Background: an optimization exercise with open tools, aiming at small area. Do not read the settings as production practice.
Only simulation tests tie the RTL to the original design; equivalence was not proved.
Power is estimated from default activity; no workload was simulated.

File: flow/config.mk
export PLATFORM = sky130hd
export DESIGN_NAME = dkb_xcvr
export DESIGN_NICKNAME = dkb_xcvr
export VERILOG_FILES = /design/flow/design.v
export SDC_FILE = /design/flow/constraint.sdc
export NUM_CORES = 4
export LEC_CHECK = 0
export CAP_MARGIN = 20
export CORE_MARGIN = 2
export CORE_UTILIZATION = 40
export SLEW_MARGIN = 20
File: flow/constraint.sdc
create_clock -name core_clock -period 8.0 [get_ports {clk}]
set_input_delay 1.6000 -clock core_clock [delete_from_list [all_inputs] [get_ports {clk}]]
set_output_delay 1.6000 -clock core_clock [all_outputs]
set_load 0.01 [all_outputs]
File: flow/design.v
module dkb_xcvr (
    input  wire        clk,
    input  wire        rst,           
    input  wire        start,
    input  wire [2:0]  op,
    output wire        busy,
    input  wire        host_we,
    input  wire [6:0]  host_addr,
    input  wire [15:0] host_wdata,
    output wire [15:0] host_rdata,
    output wire        ie,
    input  wire        line_i,
    output wire        drv_oe,
    output wire        drv_o
);
    localparam [2:0] OP_DELAY     = 3'd0;
    localparam [2:0] OP_TX        = 3'd1;
    localparam [2:0] OP_RX        = 3'd2;
    localparam [2:0] OP_XFER      = 3'd3;
    localparam [2:0] OP_IDENTIFY  = 3'd4;
    localparam [2:0] OP_ORIGINATE = 3'd5;
    localparam [2:0] OP_POLL      = 3'd6;
    localparam [2:0] OP_RESPOND   = 3'd7;
    localparam [3:0] S_IDLE     = 4'd0;
    localparam [3:0] S_DLYS     = 4'd1;
    localparam [3:0] S_LOAD     = 4'd2;
    localparam [3:0] S_CFG      = 4'd3;
    localparam [3:0] S_MASK     = 4'd4;
    localparam [3:0] S_TX       = 4'd5;
    localparam [3:0] S_RX       = 4'd6;
    localparam [3:0] S_CLASSIFY = 4'd7;
    localparam [3:0] S_TURN     = 4'd8;
    localparam [3:0] S_RESTORE  = 4'd9;
    localparam [1:0] RX_WAIT_LOW  = 2'd0;
    localparam [1:0] RX_WAIT_HIGH = 2'd1;
    localparam [1:0] RX_MEASURE   = 2'd2;
    reg [3:0]  seq;
    reg [2:0]  opr;
    reg [1:0]  rxs;
    reg [20:0] cnt;
    reg [3:0]  txidx;        
    reg [7:0]  sh;           
    reg [2:0]  code;         
    reg        ie_r;
    reg        ie_saved;
    reg [7:0]  arg_n;
    reg [7:0]  arg_max;
    reg        arg_rumble;
    reg [15:0] arg_delay;
    reg [3:0]  res_count;    
    reg        res_ok;
    reg [2:0]  res_code;
    reg [7:0]  txbuf      [0:2];
    reg [7:0]  rxbuf      [0:9];
    reg [7:0]  status_rec [0:2];
    reg [7:0]  origin_rec [0:9];
    reg [7:0]  report_rec [0:7];
    wire idle    = (seq == S_IDLE);
    wire respond = (opr == OP_RESPOND);
    assign busy = !idle;
    assign ie   = ie_r;
    wire z_hi  = (cnt[20:6] == 15'd0);
    wire z6    = (cnt[5:0] == 6'd0);
    wire zero  = z_hi && z6;
    wire one   = z_hi && (cnt[5:1] == 5'd0) && cnt[0];
    reg [2:0] tx_sp;
    always @(*) begin
        if (!respond)         tx_sp = 3'd1;
        else if (code == 3'd1) tx_sp = 3'd3;
        else if (code == 3'd2) tx_sp = 3'd4;
        else                  tx_sp = 3'd5;
    end
    wire [2:0] r_sp  = idle ? host_addr[6:4] : tx_sp;
    wire [3:0] r_idx = idle ? host_addr[3:0] : txidx;
    reg [7:0] rbyte;
    always @(*) begin
        case (r_sp)
            3'd0: begin
                case (r_idx)
                    4'd1:    rbyte = arg_n;
                    4'd2:    rbyte = arg_max;
                    4'd3:    rbyte = {7'd0, arg_rumble};
                    4'd4:    rbyte = arg_delay[7:0];
                    4'd5:    rbyte = {4'd0, res_count};
                    4'd6:    rbyte = {7'd0, res_ok};
                    4'd7:    rbyte = {5'd0, res_code};
                    4'd8:    rbyte = {7'd0, ie_r};
                    default: rbyte = 8'd0;
                endcase
            end
            3'd1:    rbyte = r_idx[1] ? txbuf[2] : (r_idx[0] ? txbuf[1] : txbuf[0]);
            3'd2:    rbyte = r_idx[3] ? (r_idx[0] ? rxbuf[9] : rxbuf[8]) : rxbuf[r_idx[2:0]];
            3'd3:    rbyte = r_idx[1] ? status_rec[2] : (r_idx[0] ? status_rec[1] : status_rec[0]);
            3'd4:    rbyte = r_idx[3] ? (r_idx[0] ? origin_rec[9] : origin_rec[8]) : origin_rec[r_idx[2:0]];
            default: rbyte = report_rec[r_idx[2:0]];
        endcase
    end
    wire hi_sel = (host_addr[6:4] == 3'd0) && (host_addr[2:0] == 3'd4);
    assign host_rdata = {hi_sel ? arg_delay[15:8] : 8'd0, rbyte};
    reg [3:0] txlen;
    always @(*) begin
        case (opr)
            OP_TX, OP_XFER: txlen = {2'd0, arg_n[1:0]};
            OP_POLL:        txlen = 4'd3;
            OP_RESPOND:     txlen = (code == 3'd1) ? 4'd3 : (code == 3'd2) ? 4'd10 : 4'd8;
            default:        txlen = 4'd1;
        endcase
    end
    wire tx_stop = (txidx == txlen);
    wire tx_bit  = tx_stop || rbyte[cnt[8:6]];
    wire tx_low  = tx_bit ? (cnt[5:4] == 2'b11) : (cnt[5:4] != 2'b00);
    assign drv_oe = (seq == S_CFG) || (seq == S_MASK && !respond) || (seq == S_TX);
    assign drv_o  = !(seq == S_TX && tx_low);
    reg [3:0] maxlen;
    always @(*) begin
        case (opr)
            OP_IDENTIFY:  maxlen = 4'd3;
            OP_ORIGINATE: maxlen = 4'd10;
            OP_POLL:      maxlen = 4'd8;
            default:      maxlen = arg_max[3:0];
        endcase
    end
    wire [7:0] rx_v     = {sh[6:0], line_i};
    wire [3:0] txidx_inc = txidx + 4'd1;
    wire [3:0] rc_inc    = res_count + 4'd1;
    wire rx_full   = respond ? (txidx_inc == 4'd3) : (rc_inc == maxlen);
    wire rx_sample = (seq == S_RX) && (rxs == RX_MEASURE) && zero;
    wire rx_store  = rx_sample && sh[7];
    wire rx_wait   = (seq == S_RX) && (rxs != RX_MEASURE);
    wire rx_hit    = line_i == (rxs == RX_WAIT_HIGH);
    wire rx_exit   = (rx_wait && !rx_hit && zero) || (rx_store && rx_full);
    reg [2:0] cls_code;
    always @(*) begin
        if (txidx == 4'd1)      cls_code = (code == 3'd1 || code == 3'd2) ? code : 3'd0;
        else if (txidx == 4'd3) cls_code = code;
        else                    cls_code = 3'd0;
    end
    wire n_ok = (arg_n   >= 8'd1) && (arg_n   <= 8'd3);
    wire m_ok = (arg_max >= 8'd1) && (arg_max <= 8'd10);
    reg  start_ok;
    always @(*) begin
        case (op)
            OP_TX:   start_ok = n_ok;
            OP_RX:   start_ok = m_ok;
            OP_XFER: start_ok = n_ok && m_ok;
            default: start_ok = 1'b1;
        endcase
    end
    wire go = idle && start && start_ok;
    wire enter_tx = (go && op == OP_TX) ||
                    (seq == S_MASK && !respond) ||
                    (seq == S_TURN && zero);
    wire tx_end   = (seq == S_TX) && z6 && tx_stop;
    wire enter_rx = (go && op == OP_RX) ||
                    (seq == S_MASK && respond) ||
                    (tx_end && opr != OP_TX && !respond);
    wire hw = idle && host_we;
    wire [3:0] h_idx = host_addr[3:0];
    wire h_lo3  = (h_idx[3:2] == 2'd0) && (h_idx[1:0] != 2'd3);
    wire h_lo10 = !h_idx[3] || (h_idx[2:1] == 2'd0);
    wire h_lo8  = !h_idx[3];
    reg [7:0] wd;
    always @(*) begin
        if (idle)                wd = host_wdata[7:0];
        else if (seq == S_RX)    wd = rx_v;
        else if (seq == S_LOAD)  wd = {1'b0, opr != OP_IDENTIFY, 5'd0, opr == OP_ORIGINATE};
        else if (seq == S_CFG)   wd = 8'h03;
        else                     wd = {7'd0, arg_rumble};
    end
    wire poll = (opr == OP_POLL);
    wire rx_store_buf = rx_store && !respond;
    integer i;
    always @(posedge clk) begin
        for (i = 0; i < 3; i = i + 1) begin
            if ((hw && host_addr[6:4] == 3'd1 && h_lo3 && h_idx[1:0] == i[1:0]) ||
                (i == 0 && seq == S_LOAD) ||
                (i == 1 && seq == S_CFG && poll) ||
                (i == 2 && seq == S_MASK && poll))
                txbuf[i] <= wd;
            if (hw && host_addr[6:4] == 3'd3 && h_lo3 && h_idx[1:0] == i[1:0])
                status_rec[i] <= wd;
        end
        for (i = 0; i < 10; i = i + 1) begin
            if ((hw && host_addr[6:4] == 3'd2 && h_lo10 && h_idx == i[3:0]) ||
                (rx_store_buf && res_count == i[3:0]))
                rxbuf[i] <= wd;
            if (hw && host_addr[6:4] == 3'd4 && h_lo10 && h_idx == i[3:0])
                origin_rec[i] <= wd;
        end
        for (i = 0; i < 8; i = i + 1) begin
            if (hw && host_addr[6:4] == 3'd5 && h_lo8 && h_idx[2:0] == i[2:0])
                report_rec[i] <= wd;
        end
    end
    always @(posedge clk) begin
        cnt <= cnt - 21'd1;
        if (go && op == OP_DELAY)
            cnt <= {5'd0, arg_delay};
        if (enter_tx)
            cnt <= 21'd0;
        if (enter_rx)
            cnt <= {21{1'b1}};
        if (rx_wait && rx_hit)
            cnt <= (rxs == RX_WAIT_HIGH) ? 21'd127 : 21'd31;
        if (rx_sample && !rx_exit)
            cnt <= 21'd127;
        if (seq == S_CLASSIFY)
            cnt <= 21'd127;
        if (go)
            opr <= op;
        if (seq == S_MASK)
            ie_saved <= ie_r;
        if (enter_tx)
            txidx <= 4'hf;
        else if (enter_rx)
            txidx <= 4'd0;
        else if ((seq == S_TX && z6 && cnt[8:6] == 3'd0 && !tx_stop) ||
                 (rx_store && respond))
            txidx <= txidx_inc;
        if (enter_rx) begin
            rxs <= RX_WAIT_LOW;
            sh  <= 8'd1;
        end else if (rx_wait && rx_hit) begin
            rxs <= (rxs == RX_WAIT_HIGH) ? RX_WAIT_LOW : RX_MEASURE;
        end else if (rx_sample) begin
            rxs <= RX_WAIT_HIGH;
            sh  <= sh[7] ? 8'd1 : rx_v;
        end
        if (rx_store && respond) begin
            case (txidx[1:0])
                2'd0:    code <= (rx_v == 8'h00) ? 3'd1 :
                                 (rx_v == 8'h41) ? 3'd2 :
                                 (rx_v == 8'h40) ? 3'd3 : 3'd0;
                2'd1:    code <= (code == 3'd3 && rx_v == 8'h03) ? 3'd3 : 3'd0;
                default: code <= (code == 3'd3) ? 3'd3 + {1'b0, rx_v[1:0]} : 3'd0;
            endcase
        end
        if (seq == S_CLASSIFY)
            code <= cls_code;
    end
    always @(posedge clk) begin
        if (rst) begin
            seq        <= S_IDLE;
            arg_n      <= 8'd0;
            arg_max    <= 8'd0;
            arg_rumble <= 1'b0;
            arg_delay  <= 16'd0;
            res_count  <= 4'd0;
            res_ok     <= 1'b0;
            res_code   <= 3'd0;
        end else begin
            if (hw && host_addr[6:4] == 3'd0) begin
                case (h_idx)
                    4'd1: arg_n      <= host_wdata[7:0];
                    4'd2: arg_max    <= host_wdata[7:0];
                    4'd3: arg_rumble <= host_wdata[0];
                    4'd4: arg_delay  <= host_wdata;
                    4'd8: ie_r       <= host_wdata[0];
                    default: ;
                endcase
            end
            if (enter_rx && !(seq == S_MASK && respond))
                res_count <= 4'd0;
            else if (rx_store_buf)
                res_count <= rc_inc;
            case (seq)
                S_IDLE: begin
                    if (go) begin
                        case (op)
                            OP_DELAY:   if (arg_delay != 16'd0) seq <= S_DLYS;
                            OP_TX:      seq <= S_TX;
                            OP_RX:      seq <= S_RX;
                            OP_XFER:    seq <= S_CFG;
                            OP_RESPOND: seq <= S_MASK;
                            default:    seq <= S_LOAD;
                        endcase
                    end
                end
                S_DLYS:  if (one) seq <= S_IDLE;
                S_LOAD:  seq <= S_CFG;
                S_CFG:   seq <= S_MASK;
                S_MASK: begin
                    ie_r <= 1'b0;
                    seq  <= respond ? S_RX : S_TX;
                end
                S_TX: begin
                    if (tx_end) begin
                        if (opr == OP_TX) seq <= S_IDLE;
                        else if (respond) seq <= S_RESTORE;
                        else              seq <= S_RX;
                    end
                end
                S_RX: begin
                    if (rx_exit) begin
                        if (opr == OP_RX) seq <= S_IDLE;
                        else if (respond) seq <= S_CLASSIFY;
                        else              seq <= S_RESTORE;
                    end
                end
                S_CLASSIFY: seq <= (cls_code == 3'd0) ? S_RESTORE : S_TURN;
                S_TURN:     if (zero) seq <= S_TX;
                S_RESTORE: begin
                    ie_r <= ie_saved;
                    seq  <= S_IDLE;
                    if (respond)               res_code <= code;
                    else if (opr != OP_XFER)   res_ok   <= (res_count == maxlen);
                end
                default: seq <= S_IDLE;
            endcase
        end
    end
endmodule
File: flow/run.sh
#!/bin/bash
# synth_recipe.tcl (not shown) runs the flow's synth.tcl, then flattens the netlist and writes it again
# the make line also repeats each setting of config.mk as NAME=value (left out here)
make -C /OpenROAD-flow-scripts/flow DESIGN_CONFIG=/design/flow/config.mk WORK_HOME=/design/flow/orfs CLKGATE_MAP_FILE= SYNTH_SCRIPT=/design/flow/synth_recipe.tcl finish
==> run notes <==
==> registers in the layout, summed over array words and instances (netlist names), 8 cells and up <==
signal	count
report_rec	64
cnt	21
arg_n	8
arg_delay	16
arg_max	8
rxbuf	80
txbuf	24
status_rec	24
sh	8
origin_rec	80
==> Yosys cell counts (10+ instances only) <==
cell type,instances
mux2i_1,51
inv_1,17
ha_1,13
dfxtp_1,80
nand3b_1,12
nand3_1,50
o21ai_0,48
nor4_1,21
nand2_1,187
nand4_1,14
a21oi_1,90
xor2_1,13
buf_2,20
clkbuf_1,55
nor3_1,27
and3_1,12
nor2b_1,10
nor2_1,128
or3_1,11
mux2_2,20
xnor2_1,17
a211oi_1,13
o211ai_1,24
and2_1,17
nand2b_1,25
o22ai_1,14
nor3b_1,18
edfxtp_1,280
a31oi_1,15
a221oi_1,12
a22o_1,15
a22oi_1,45
a311oi_1,14
==> critical path, stage by stage <==
cell	delay, ns
clkdlybuf4s50_1	0.55
buf_4	0.27
nor4_1	0.11
mux2i_2	0.19
buf_4	0.26
nor2_1	0.06
a311oi_1	0.64
o21ai_0	0.37
nand4_1	0.23
o22ai_1	0.12
nor4_2	0.39
a21oi_1	0.12
a311oi_1	0.45
clkdlybuf4s50_1	0.63
==> cell families after synthesis <==
group / Yosys count / share of synthesized area [%]
AOI/OAI and AO/OA: 352 / 14.2
xor gates and xnor gates: 30 / 1.56
adders and majority gates: 13 / 0.963
buffers and inverters: 108 / 2.71
DFF: 360 / 59.3
muxes: 80 / 5.34
and+or+nand+nor: 557 / 16.0
==> placed cells by master (no fill, tap or decap), drive strengths merged, types with 13 or more instances in the layout <==
master	synthesis	layout
edfxtp	280	280
nand2	187	187
nor2	130	130
a21oi	90	90
dfxtp	80	80
mux2i	54	54
buf	34	53
clkbuf	56	53
o21ai	52	52
nand3	50	50
clkdlybuf4s50	0	48
a22oi	45	45
nor3	29	29
nand2b	26	26
o211ai	24	24
nor4	23	23
mux2	22	22
inv	18	21
nor3b	18	18
and2	18	18
xnor2	17	17
a31oi	15	15
a22o	15	15
nand4	14	14
a311oi	14	14
o22ai	14	14
xor2	13	13
ha	13	13
a211oi	13	13
==> power by group <==
| part | internal [uW] | switching, uW |
|---|---|---|
| clock network | 1080 | 790 |
| registers | 2290 | 142 |
| logic | 793 | 1540 |
| total | 4160 | 2470 |
==> metal layers <==
metal / vias to the layer above / share of wire (%) / global-route usage (%)
met3: 165 / 8.3 / 5.49
met5: - / 0.0035 / 0
li1: 5806 / - / -
met4: 2 / 4.6 / 10.8
met1: 6573 / 41 / 34.8
met2: 729 / 46 / 41.6
==> cell type report <==
| class | instances | area [um2] | area share (%) |
|---|---|---|---|
| flip-flops and latches | 360 | 10000 | 51.5 |
| multi-input cells | 1032 | 6460 | 33.2 |
| clock buffers | 52 | 1100 | 5.64 |
| repair buffers | 103 | 896 | 4.61 |
| well taps | 539 | 674 | 3.47 |
| clock inverters | 21 | 240 | 1.24 |
| inverters | 18 | 67.6 | 0.347 |
==> what timing repair did <==
item,in CTS,in global routing
hold buffers,0,0
resized for setup,1,3
endpoints found under the setup margin,1,1
pin swaps,0,0
==> how the worst max path moves through the flow <==
stage	slack, ns	from	to	cells past startpoint
floorplan	2.26	host_addr[1]	drv_o	12
global placement	0.02	host_addr[0]	drv_o	12
detailed placement	-0.11	host_addr[0]	drv_o	12
CTS	0.13	host_addr[1]	drv_o	14
global route	0.23	seq[0]$_SDFFE_PP0P_	drv_o	13
finish	0.38	host_addr[3]	drv_o	14
==> per-stage QoR <==
stage | utilization [%] | cell area [um2] | power, uW | TNS (ns) | hold WS (ns)
floorplan | - | 16900 | 3790 | 0 | 0.450
global placement | 43.3 | 18100 | 4720 | 0 | 0.488
detailed placement | 43.3 | 18100 | 4750 | -0.113 | 0.487
CTS | 46.5 | 19400 | 6610 | 0 | 0.496
global route | 46.5 | 19400 | 6870 | 0 | 0.525
finish | 46.5 | 19400 | 6630 | 0 | 0.502
==> impl_metrics.csv <==
group,metric,value,unit
clocking,cts_setup_buffers,0,
worst_hold_path,whs_path_depth,2,
placed_design,numPortBuffers,50,
worst_hold_path,hold_class,"flop to flop",
clocking,clk_latency,0.58,ns
yosys,synth_seq_area_share,59.3,%
sta,clock_skew,0.0208,ns
yosys,avgSynthCellArea,11.3,um2
clocking,clock_path_buffers,3,
floorplanning,ios,51,
critical_path,startpoint_type,"input pin",
global_route,track_usage,26.1,%
drt,drtIter0Drc,1824,
run,maxCapViolations,0,
sta,finalSetupViolCount,0,
drt,drtAntennaViolNets,0,
yosys,syn_nets,1544,
worst_hold_path,holdPathEnd,"sh[1]$_SDFFE_PP0P_",
yosys,synth.ff_latch_count,360,
placed_design,place_ws,-0.113,ns
layout,final_layout_size_suffix_gt1_share,10.8,%
clocking,cts.clk_slew.worst_paths,0.06,ns
floorplanning,core,41900,um2
critical_path,critPathArrivalTime,6.02,ns
floorplanning,dieHeight,209,um
critical_path,worstSetupPathType,"input pin to output port",
layout,fin_cells,2125,
critical_path,ff2ff_path_depth,7,
critical_path,required,6.40,ns
pwr,power_density,341,nW/um2
sta,relSlewSlack,28.7,%
floorplanning,die-area,43900,um2
critical_path,worst-path-max-fanout,18,
pwr,irDropWorstVdd,0.265,mV
sta,worstMarginPinSlew,1.07,ns
layout,fin_nets,1600,
layout,nFillCells,3805,
drt,viasPerCell,6.25,
sta,worst_slack,0.376,ns
drt,dr_total_vias,13275,
global_route,grt-ovfl-total,0,
yosys,synth_edf_count,280,
yosys,synth_top_area_share,49.8,%
yosys,synth_top_area_cell,"edfxtp_1",
sta,fmax,0.131,GHz
drt,avgRoutedWirePerCell,27.2,um
sta,hold_viol,0,
critical_path,worstReg2RegStart,"cnt[9]$_SDFF_PP0_",
worst_hold_path,hold_path.startpoint,"sh[1]$_SDFFE_PP0P_",
layout,syn_to_final_growth,15.1,%
global_route,grt_max_degree,43,
critical_path,end_kind,"output port",
run_status,status,"timing/DRC/antenna clean",
clocking,cts_tree,"yes",
yosys,synth.top_cells.by_area,"edfxtp_1 50%, dfxtp_1 9.5%, nand2_1 4.2%, mux2i_1 3.0%, nor2_1 2.8%",
yosys,synth_flop_cell,"edfxtp_1",
critical_path,reg2reg_slack,3.84,ns
floorplanning,die_x,209,um
pwr,p_leak,0.00668,uW
floorplanning,initial_core_util,40.4,%
sta,period_needed,7.62,ns
yosys,syn_inst,1500,
global_route,grt_pass1_wl,84.7,mm
yosys,ys_warn_count,6,
placed_design,dp.cells,2052,
layout,num_antenna_cells,0,
placed_design,place_hpwl,40.5,mm
clocking,cts-root-buf,"clkbuf_16",
yosys,async_flop_share,0,%
drt,routed_wl,57.9,mm
clocking,clock_sinks,360,
global_route,antenna_found_initial,3,
drt,drc,0,
sta,fin_crit_sh,95.3,%
yosys,synthesis.area,16900,um2
drt,drt_first_pass_iters,6,
clocking,numCtsBuffers,41,
placed_design,gp_congestion,1.01,
critical_path,reg2reg_to,"rxbuf[4][2]$_DFFE_PP_",
yosys,synth_cell_types,73,
global_route,grt_pass1_vias,12572,
floorplanning,rows,75,
sta,maxSlewViolCount,0,
clocking,h-tree-depth,2,
sta,rsz0062_at_grt,"no",

==> afterwards: timing with drivers on the ports <==
How much do the figures lean on ideal ports? The routed layout below was timed once more, with nothing changed but the port constraints.
Step 1 (the two cells are an assumption about what drives the block):
set clk [get_ports {clk}]
set_driving_cell -lib_cell sky130_fd_sc_hd__clkbuf_16 $clk
set_driving_cell -lib_cell sky130_fd_sc_hd__buf_2 [delete_from_list [all_inputs] $clk]
Step 2 times the ports against the registers' clock, not the clock port: input delays grow and output delays shrink by t, the midpoint of the rising clock arrivals with the driver on.
a / b / c = ideal ports / drivers / drivers and shift; a / b = the first two.
shift t [ns]: 0.631
slack for setup (ns): 0.376 / 0.282 / 0.282
worst setup path at the end: input to output
After both steps this run still meets setup and hold. For this run, drivers alone change the setup slack by -0.094 ns; drivers and shift together by -0.094 ns.
